This design comes from an exercise in tuning for a short achievable clock period and few clock cycles on the open sky130 flow, not from production work. Only simulation tests tie the RTL to the original design; equivalence was not proved. Power figures rest on the tool's default switching activity, not on a simulated workload.

==> inputs of 11-02 <==
Design cp216_core, start of the top module:
module cp216_core (
    input  wire        clk,
    input  wire        rst,
    input  wire [31:0] image_len,
    output reg         mem_valid,
    output reg         mem_we,
    output reg  [11:0] mem_addr,
    output reg  [31:0] mem_wdata,
    input  wire        mem_ready,
    input  wire [31:0] mem_rdata,
    output reg  [2:0]  status,
    output wire [31:0] pc,
    output wire        flag_n,
    output wire        flag_z,
    input  wire [3:0]  dbg_sel,
    output wire [31:0] dbg_rdata
);
Settings: LEC_CHECK=0, CAP_MARGIN=20, CELL_PAD_IN_SITES_DETAIL_PLACEMENT=1, CELL_PAD_IN_SITES_GLOBAL_PLACEMENT=2, CORE_MARGIN=2, CORE_UTILIZATION=40, PLACE_DENSITY=0.5, SLEW_MARGIN=20; clock period 12.0 ns.
standard.sh (not shown) runs the stock make flow with config.mk's settings and CLKGATE_MAP_FILE= SYNTH_SCRIPT=/design/flow/synth_recipe.tcl, a recipe that flattens the netlist after the stock synthesis.
==> flow/flow/run.sh <==
#!/bin/bash
# Layout: the standard flow (standard.sh), run in three parts. After
# synthesis and floorplan, placement, CTS and global routing run with
# repair_timing asked for more setup slack than the clock period needs
# (SETUP_SLACK_MARGIN), on the worst TNS_END_PERCENT of endpoints, so that it
# shortens the critical paths. The global router gets less of met1/met2
# (flow/fastroute.tcl) to ease detailed routing. The clock period and
# constraints are the standard flow's.
# ORFS writes each step's log under orfs/logs/; make's output for each part
# goes to flow_<part>.log here.
set -uo pipefail
export FASTROUTE_TCL="$(pwd)/flow/fastroute.tcl"
bash standard.sh synth floorplan > flow_1_synth_floorplan.log 2>&1 || exit 1
export SETUP_SLACK_MARGIN=6.5
export TNS_END_PERCENT=10
bash standard.sh place cts > flow_2_place_cts.log 2>&1 || exit 1
bash standard.sh finish > flow_3_route_finish.log 2>&1
==> flow/flow/fastroute.tcl <==
# Global routing layers as the platform's fastroute.tcl sets them, but with
# less of met1 and met2 offered to the global router, so that signal routes
# go up to met3/met4 and leave room for pin access on the lower layers.
set_global_routing_layer_adjustment $::env(MIN_ROUTING_LAYER)-$::env(MAX_ROUTING_LAYER) 0.2
set_global_routing_layer_adjustment met1 0.6
set_global_routing_layer_adjustment met2 0.35

set_routing_layers -clock $::env(MIN_CLK_ROUTING_LAYER)-$::env(MAX_ROUTING_LAYER)
set_routing_layers -signal $::env(MIN_ROUTING_LAYER)-$::env(MAX_ROUTING_LAYER)
==> inputs of 11-25, as changes to 11-02 <==
--- a/flow/design.v
+++ b/flow/design.v
@@ -212,14 +212,16 @@
     localparam CN = 1 << CI;         
     localparam CT = 10 - CI;         
     localparam PW = 40;              
     reg  [2:0] st;         
     reg  running;          
     reg  [31:0] faddr;     
     reg         redir;     
+    reg  [31:0] tgt4;
+    reg         rpre;      
     reg          c_v   [0:CN-1];
     reg [CT-1:0] c_tag [0:CN-1];
     reg [31:0]   c_dat [0:CN-1];
     reg  [9:0]  pf_w;      
     reg         pf_go;     
     reg  [31:0] bp_pc;     
     reg  [31:0] bp_tgt;    
@@ -314,35 +316,39 @@
                 end
             end else begin
                 rf_pc_en = 1'b1;
                 rf_w_en  = e_alu && e_wr;
             end
         end
     end
-    wire [31:0] f_addr   = redir       ? rf_r15 + 32'd4 :
+    wire [31:0] f_addr   = redir       ? tgt4 :
                            (iv && ipred) ? bp_tgt4 : faddr;
     wire        f_fault  = f_addr > (MEM_CAPACITY - 4);
     wire        f_rhalt  = redir && (f_addr >= image_len);
     wire        f_jmp    = f_word[25] && (f_word[24:21] == 4'b0100) &&
                            (f_word[19:16] == 4'd15) && (f_word[15:12] == 4'd15);
     wire [12:0] f_jtgt   = {1'b0, f_addr[11:0]} + {5'd0, f_word[7:0]} + 13'd4;
     wire [31:0] f_next   = f_jmp ? {19'd0, f_jtgt} : f_addr + 32'd4;
     wire [CI-1:0] f_idx  = f_addr[CI+1:2];
     wire [CT-1:0] f_tag  = f_addr[11:CI+2];
     wire        f_align  = (f_addr[1:0] == 2'b00);
-    wire        f_hit    = f_align && c_v[f_idx] && (c_tag[f_idx] == f_tag);
+    reg         sti_v, sti_two;
+    reg  [9:0]  sti_w0, sti_w1;
+    wire        f_sti    = sti_v && ((f_addr[11:2] == sti_w0) ||
+                                     (sti_two && f_addr[11:2] == sti_w1));
+    wire        f_hit    = f_align && c_v[f_idx] && (c_tag[f_idx] == f_tag) && !f_sti;
     wire        f_stclash = e_mem && e_str &&
                             ((f_addr[11:2] == ls_w0) || (ls_two && f_addr[11:2] == ls_w1));
     wire        f_cache  = e_mem || pf_go;
     always @(*) f_word = f_cache ? c_dat[f_idx] : mem_rdata;
     wire [31:0] f_opa    = (f_rn == 4'd15) ? f_addr : rf_rn;
     wire [14:0] f_booth;
     cp216_booth u_booth (.y(f_word[7:0]), .b(f_booth));
     wire        f_slot   = !iv || (!iflt && e_done);
-    wire        f_take   = running && f_slot && (f_cache ? f_hit : mem_ready);
+    wire        f_take   = running && !rpre && f_slot && (f_cache ? f_hit : mem_ready);
     wire [9:0]  pf_d     = pf_w - faddr[11:2];
     wire        pf_in    = (pf_d != 10'd0) && (pf_d < PW);
     wire        pf_reset = (pf_d == 10'd0) || (pf_d >= 10'd2 * PW);
     wire        pf_fill  = running && pf_go && !e_mem && mem_ready;
     wire        e_pred_ok = e_pred && (mem_rdata == bp_tgt);
     wire        e_stop   = e_act &&
                            (e_mem ? (ls_fault || (e_ldpc ? !e_pred_ok : ihalt))
@@ -371,26 +377,34 @@
             for (k = 0; k < CN; k = k + 1)
                 c_v[k] <= 1'b0;
         end else begin
             if (fd_f)
                 c_v[f_idx] <= mem_ready;
             if (fd_p)
                 c_v[pf_w[CI-1:0]] <= mem_ready;
-            if (e_mem && e_str && !ls_fault && mem_ready) begin
-                if (c_tag[ls_w0[CI-1:0]] == ls_w0[9:CI])
-                    c_v[ls_w0[CI-1:0]] <= 1'b0;
-                if (ls_two && c_tag[ls_w1[CI-1:0]] == ls_w1[9:CI])
-                    c_v[ls_w1[CI-1:0]] <= 1'b0;
+            if (sti_v) begin
+                if (c_tag[sti_w0[CI-1:0]] == sti_w0[9:CI])
+                    c_v[sti_w0[CI-1:0]] <= 1'b0;
+                if (sti_two && c_tag[sti_w1[CI-1:0]] == sti_w1[9:CI])
+                    c_v[sti_w1[CI-1:0]] <= 1'b0;
             end
         end
     end
     always @(posedge clk) begin
+        sti_v   <= !rst && e_mem && e_str && !ls_fault && mem_ready;
+        sti_w0  <= ls_w0;
+        sti_w1  <= ls_w1;
+        sti_two <= ls_two;
+    end
+    always @(posedge clk) begin
         if (rst) begin
             faddr   <= 32'd0;
             redir   <= 1'b0;
+            rpre    <= 1'b0;
+            tgt4    <= 32'd0;
             iv      <= 1'b0;
             iflt    <= 1'b0;
             ir      <= 32'd0;
             ipc     <= 32'd0;
             ipred   <= 1'b0;
             ijmp    <= 1'b0;
             opa     <= 32'd0;
@@ -421,14 +435,19 @@
             end
         end else if (running) begin
             if (pf_reset)
                 pf_w <= faddr[11:2] + 10'd1;
             else if (pf_fill)
                 pf_w <= pf_w + 10'd1;
             pf_go <= f_hit && pf_in;
+            if (rpre) begin                   
+                rpre  <= 1'b0;
+                redir <= 1'b1;
+                tgt4  <= rf_r15 + 32'd4;
+            end
             if (iv) begin
                 if (iflt) begin
                     st <= ST_FAULT_MEM;
                     running <= 1'b0;
                     fpc_q  <= ipc;
                 end else if (e_mem) begin
                     if (ls_fault) begin
@@ -439,14 +458,15 @@
                     end else if (mem_ready) begin
                         iv  <= 1'b0;
                         res <= mem_rdata;
                         if (e_ldpc) begin
                             bp_pc   <= ipc;
                             bp_tgt  <= mem_rdata;
                             bp_tgt4 <= mem_rdata + 32'd4;
+                            tgt4    <= mem_rdata + 32'd4;
                             bp_v    <= 1'b1;
                             if (!(e_pred_ok && f_take))
                                 redir <= 1'b1;
                         end else if (ihalt) begin
                             st <= ST_HALT_NORMAL;
                             running <= 1'b0;
                             fpc_q  <= faddr;
@@ -460,30 +480,33 @@
                         flag_set <= 1'b1;
                     end
                     if (e_unk) begin
                         st <= ST_HALT_UNKNOWN;
                         running <= 1'b0;
                         fpc_q  <= faddr;
                     end else if (e_alubr && !ijmp) begin
-                        redir <= 1'b1;
+                        rpre  <= 1'b1;
                     end else if (ihalt) begin
                         st <= ST_HALT_NORMAL;
                         running <= 1'b0;
                         fpc_q  <= faddr;
                     end
                 end
             end
             if (f_rhalt) begin
                 st <= ST_HALT_NORMAL;
                 running <= 1'b0;
                 fpc_q  <= f_addr;
             end
             if (f_take) begin
                 if (redir) redir <= 1'b0;    
-                if (f_stclash) redir <= 1'b1;
+                if (f_stclash) begin
+                    redir <= 1'b1;
+                    tgt4  <= faddr;           
+                end
                 iv    <= !e_stop && !f_stclash;
                 iflt  <= f_fault;
                 ir    <= f_word;
                 ipc   <= f_addr;
                 faddr <= f_next;
                 ijmp  <= f_jmp;
                 ipred <= bp_ok && !f_fault && !(e_act && e_ldpc) &&
--- a/flow/config.mk
+++ b/flow/config.mk
@@ -5,10 +5,10 @@
 export SDC_FILE = /design/flow/constraint.sdc
 export NUM_CORES = 4
 export LEC_CHECK = 0
 export CAP_MARGIN = 20
 export CELL_PAD_IN_SITES_DETAIL_PLACEMENT = 1
 export CELL_PAD_IN_SITES_GLOBAL_PLACEMENT = 2
 export CORE_MARGIN = 2
-export CORE_UTILIZATION = 40
-export PLACE_DENSITY = 0.5
+export CORE_UTILIZATION = 48
+export PLACE_DENSITY = 0.72
 export SLEW_MARGIN = 20
==> inputs of 07-08, as changes to 11-02 <==
--- a/flow/design.v
+++ b/flow/design.v
@@ -212,14 +212,16 @@
     localparam CN = 1 << CI;         
     localparam CT = 10 - CI;         
     localparam PW = 40;              
     reg  [2:0] st;         
     reg  running;          
     reg  [31:0] faddr;     
     reg         redir;     
+    reg  [31:0] tgt4;
+    reg         rpre;      
     reg          c_v   [0:CN-1];
     reg [CT-1:0] c_tag [0:CN-1];
     reg [31:0]   c_dat [0:CN-1];
     reg  [9:0]  pf_w;      
     reg         pf_go;     
     reg  [31:0] bp_pc;     
     reg  [31:0] bp_tgt;    
@@ -314,35 +316,39 @@
                 end
             end else begin
                 rf_pc_en = 1'b1;
                 rf_w_en  = e_alu && e_wr;
             end
         end
     end
-    wire [31:0] f_addr   = redir       ? rf_r15 + 32'd4 :
+    wire [31:0] f_addr   = redir       ? tgt4 :
                            (iv && ipred) ? bp_tgt4 : faddr;
     wire        f_fault  = f_addr > (MEM_CAPACITY - 4);
     wire        f_rhalt  = redir && (f_addr >= image_len);
     wire        f_jmp    = f_word[25] && (f_word[24:21] == 4'b0100) &&
                            (f_word[19:16] == 4'd15) && (f_word[15:12] == 4'd15);
     wire [12:0] f_jtgt   = {1'b0, f_addr[11:0]} + {5'd0, f_word[7:0]} + 13'd4;
     wire [31:0] f_next   = f_jmp ? {19'd0, f_jtgt} : f_addr + 32'd4;
     wire [CI-1:0] f_idx  = f_addr[CI+1:2];
     wire [CT-1:0] f_tag  = f_addr[11:CI+2];
     wire        f_align  = (f_addr[1:0] == 2'b00);
-    wire        f_hit    = f_align && c_v[f_idx] && (c_tag[f_idx] == f_tag);
+    reg         sti_v, sti_two;
+    reg  [9:0]  sti_w0, sti_w1;
+    wire        f_sti    = sti_v && ((f_addr[11:2] == sti_w0) ||
+                                     (sti_two && f_addr[11:2] == sti_w1));
+    wire        f_hit    = f_align && c_v[f_idx] && (c_tag[f_idx] == f_tag) && !f_sti;
     wire        f_stclash = e_mem && e_str &&
                             ((f_addr[11:2] == ls_w0) || (ls_two && f_addr[11:2] == ls_w1));
     wire        f_cache  = e_mem || pf_go;
     always @(*) f_word = f_cache ? c_dat[f_idx] : mem_rdata;
     wire [31:0] f_opa    = (f_rn == 4'd15) ? f_addr : rf_rn;
     wire [14:0] f_booth;
     cp216_booth u_booth (.y(f_word[7:0]), .b(f_booth));
     wire        f_slot   = !iv || (!iflt && e_done);
-    wire        f_take   = running && f_slot && (f_cache ? f_hit : mem_ready);
+    wire        f_take   = running && !rpre && f_slot && (f_cache ? f_hit : mem_ready);
     wire [9:0]  pf_d     = pf_w - faddr[11:2];
     wire        pf_in    = (pf_d != 10'd0) && (pf_d < PW);
     wire        pf_reset = (pf_d == 10'd0) || (pf_d >= 10'd2 * PW);
     wire        pf_fill  = running && pf_go && !e_mem && mem_ready;
     wire        e_pred_ok = e_pred && (mem_rdata == bp_tgt);
     wire        e_stop   = e_act &&
                            (e_mem ? (ls_fault || (e_ldpc ? !e_pred_ok : ihalt))
@@ -371,26 +377,34 @@
             for (k = 0; k < CN; k = k + 1)
                 c_v[k] <= 1'b0;
         end else begin
             if (fd_f)
                 c_v[f_idx] <= mem_ready;
             if (fd_p)
                 c_v[pf_w[CI-1:0]] <= mem_ready;
-            if (e_mem && e_str && !ls_fault && mem_ready) begin
-                if (c_tag[ls_w0[CI-1:0]] == ls_w0[9:CI])
-                    c_v[ls_w0[CI-1:0]] <= 1'b0;
-                if (ls_two && c_tag[ls_w1[CI-1:0]] == ls_w1[9:CI])
-                    c_v[ls_w1[CI-1:0]] <= 1'b0;
+            if (sti_v) begin
+                if (c_tag[sti_w0[CI-1:0]] == sti_w0[9:CI])
+                    c_v[sti_w0[CI-1:0]] <= 1'b0;
+                if (sti_two && c_tag[sti_w1[CI-1:0]] == sti_w1[9:CI])
+                    c_v[sti_w1[CI-1:0]] <= 1'b0;
             end
         end
     end
     always @(posedge clk) begin
+        sti_v   <= !rst && e_mem && e_str && !ls_fault && mem_ready;
+        sti_w0  <= ls_w0;
+        sti_w1  <= ls_w1;
+        sti_two <= ls_two;
+    end
+    always @(posedge clk) begin
         if (rst) begin
             faddr   <= 32'd0;
             redir   <= 1'b0;
+            rpre    <= 1'b0;
+            tgt4    <= 32'd0;
             iv      <= 1'b0;
             iflt    <= 1'b0;
             ir      <= 32'd0;
             ipc     <= 32'd0;
             ipred   <= 1'b0;
             ijmp    <= 1'b0;
             opa     <= 32'd0;
@@ -421,14 +435,19 @@
             end
         end else if (running) begin
             if (pf_reset)
                 pf_w <= faddr[11:2] + 10'd1;
             else if (pf_fill)
                 pf_w <= pf_w + 10'd1;
             pf_go <= f_hit && pf_in;
+            if (rpre) begin                   
+                rpre  <= 1'b0;
+                redir <= 1'b1;
+                tgt4  <= rf_r15 + 32'd4;
+            end
             if (iv) begin
                 if (iflt) begin
                     st <= ST_FAULT_MEM;
                     running <= 1'b0;
                     fpc_q  <= ipc;
                 end else if (e_mem) begin
                     if (ls_fault) begin
@@ -439,14 +458,15 @@
                     end else if (mem_ready) begin
                         iv  <= 1'b0;
                         res <= mem_rdata;
                         if (e_ldpc) begin
                             bp_pc   <= ipc;
                             bp_tgt  <= mem_rdata;
                             bp_tgt4 <= mem_rdata + 32'd4;
+                            tgt4    <= mem_rdata + 32'd4;
                             bp_v    <= 1'b1;
                             if (!(e_pred_ok && f_take))
                                 redir <= 1'b1;
                         end else if (ihalt) begin
                             st <= ST_HALT_NORMAL;
                             running <= 1'b0;
                             fpc_q  <= faddr;
@@ -460,30 +480,33 @@
                         flag_set <= 1'b1;
                     end
                     if (e_unk) begin
                         st <= ST_HALT_UNKNOWN;
                         running <= 1'b0;
                         fpc_q  <= faddr;
                     end else if (e_alubr && !ijmp) begin
-                        redir <= 1'b1;
+                        rpre  <= 1'b1;
                     end else if (ihalt) begin
                         st <= ST_HALT_NORMAL;
                         running <= 1'b0;
                         fpc_q  <= faddr;
                     end
                 end
             end
             if (f_rhalt) begin
                 st <= ST_HALT_NORMAL;
                 running <= 1'b0;
                 fpc_q  <= f_addr;
             end
             if (f_take) begin
                 if (redir) redir <= 1'b0;    
-                if (f_stclash) redir <= 1'b1;
+                if (f_stclash) begin
+                    redir <= 1'b1;
+                    tgt4  <= faddr;           
+                end
                 iv    <= !e_stop && !f_stclash;
                 iflt  <= f_fault;
                 ir    <= f_word;
                 ipc   <= f_addr;
                 faddr <= f_next;
                 ijmp  <= f_jmp;
                 ipred <= bp_ok && !f_fault && !(e_act && e_ldpc) &&
==> notes <==
The lowest hold slack belongs to 11-02, the highest to 11-25.
Maximum frequency, lowest first: 11-25, 07-08, 11-02.
Of 11-02 and 07-08, 11-02 has the higher non-clock buffer count (gap 174).
Register-to-register slack: 11-02 is better than 11-25 (0.04 ns).
In clock power, 11-25 and 11-02 hardly differ.
Against 07-08, the sequential cell count of 11-02 is lower by 55.
Cell area: 07-08 is smaller than 11-25 (about 1%).
Global-route usage: 11-25 > 11-02 > 07-08.
07-08 finished with timing, DRC and antenna clean. 11-25 finished clean. 11-02 completed with no timing, DRC or antenna violations.
Testbench counts of 11-02, summed over its fixed seeds: cycles 47,340.
Testbench counts of 11-25, summed over its fixed seeds: cycles 47,361.
Testbench counts of 07-08, summed over its fixed seeds: cycles 47,361.

separate check: timing with driven ports:
The results above use ideal ports. As a check the final layouts listed here were re-extracted and re-timed, cells and wires unchanged.
Step 1 (the two cells are an assumption about what drives the block):
set clk [get_ports {clk}]
set_driving_cell -lib_cell sky130_fd_sc_hd__clkbuf_16 $clk
set_driving_cell -lib_cell sky130_fd_sc_hd__buf_2 [delete_from_list [all_inputs] $clk]
Step 2 also shifts input and output timing later by t, the mid clock arrival at the registers, as if the neighbouring blocks saw the same clock.
a / b / c = ideal / step 1 / step 2; a / b = the first two.
run	t, ns	slack for setup (ns)	worst register clock-pin slew, ns
11-02	1.158	5.536 / 5.476 / 5.139	0.08 / 0.08
11-25	1.140	5.286 / 5.195 / 5.195	0.08 / 0.08
07-08	1.127	5.426 / 5.299 / 5.374	0.07 / 0.07
After both steps every run listed still meets setup and hold. The setup slack of 11-02, which loses most, moves by -0.060 ns with the drivers and by -0.397 ns with both steps.
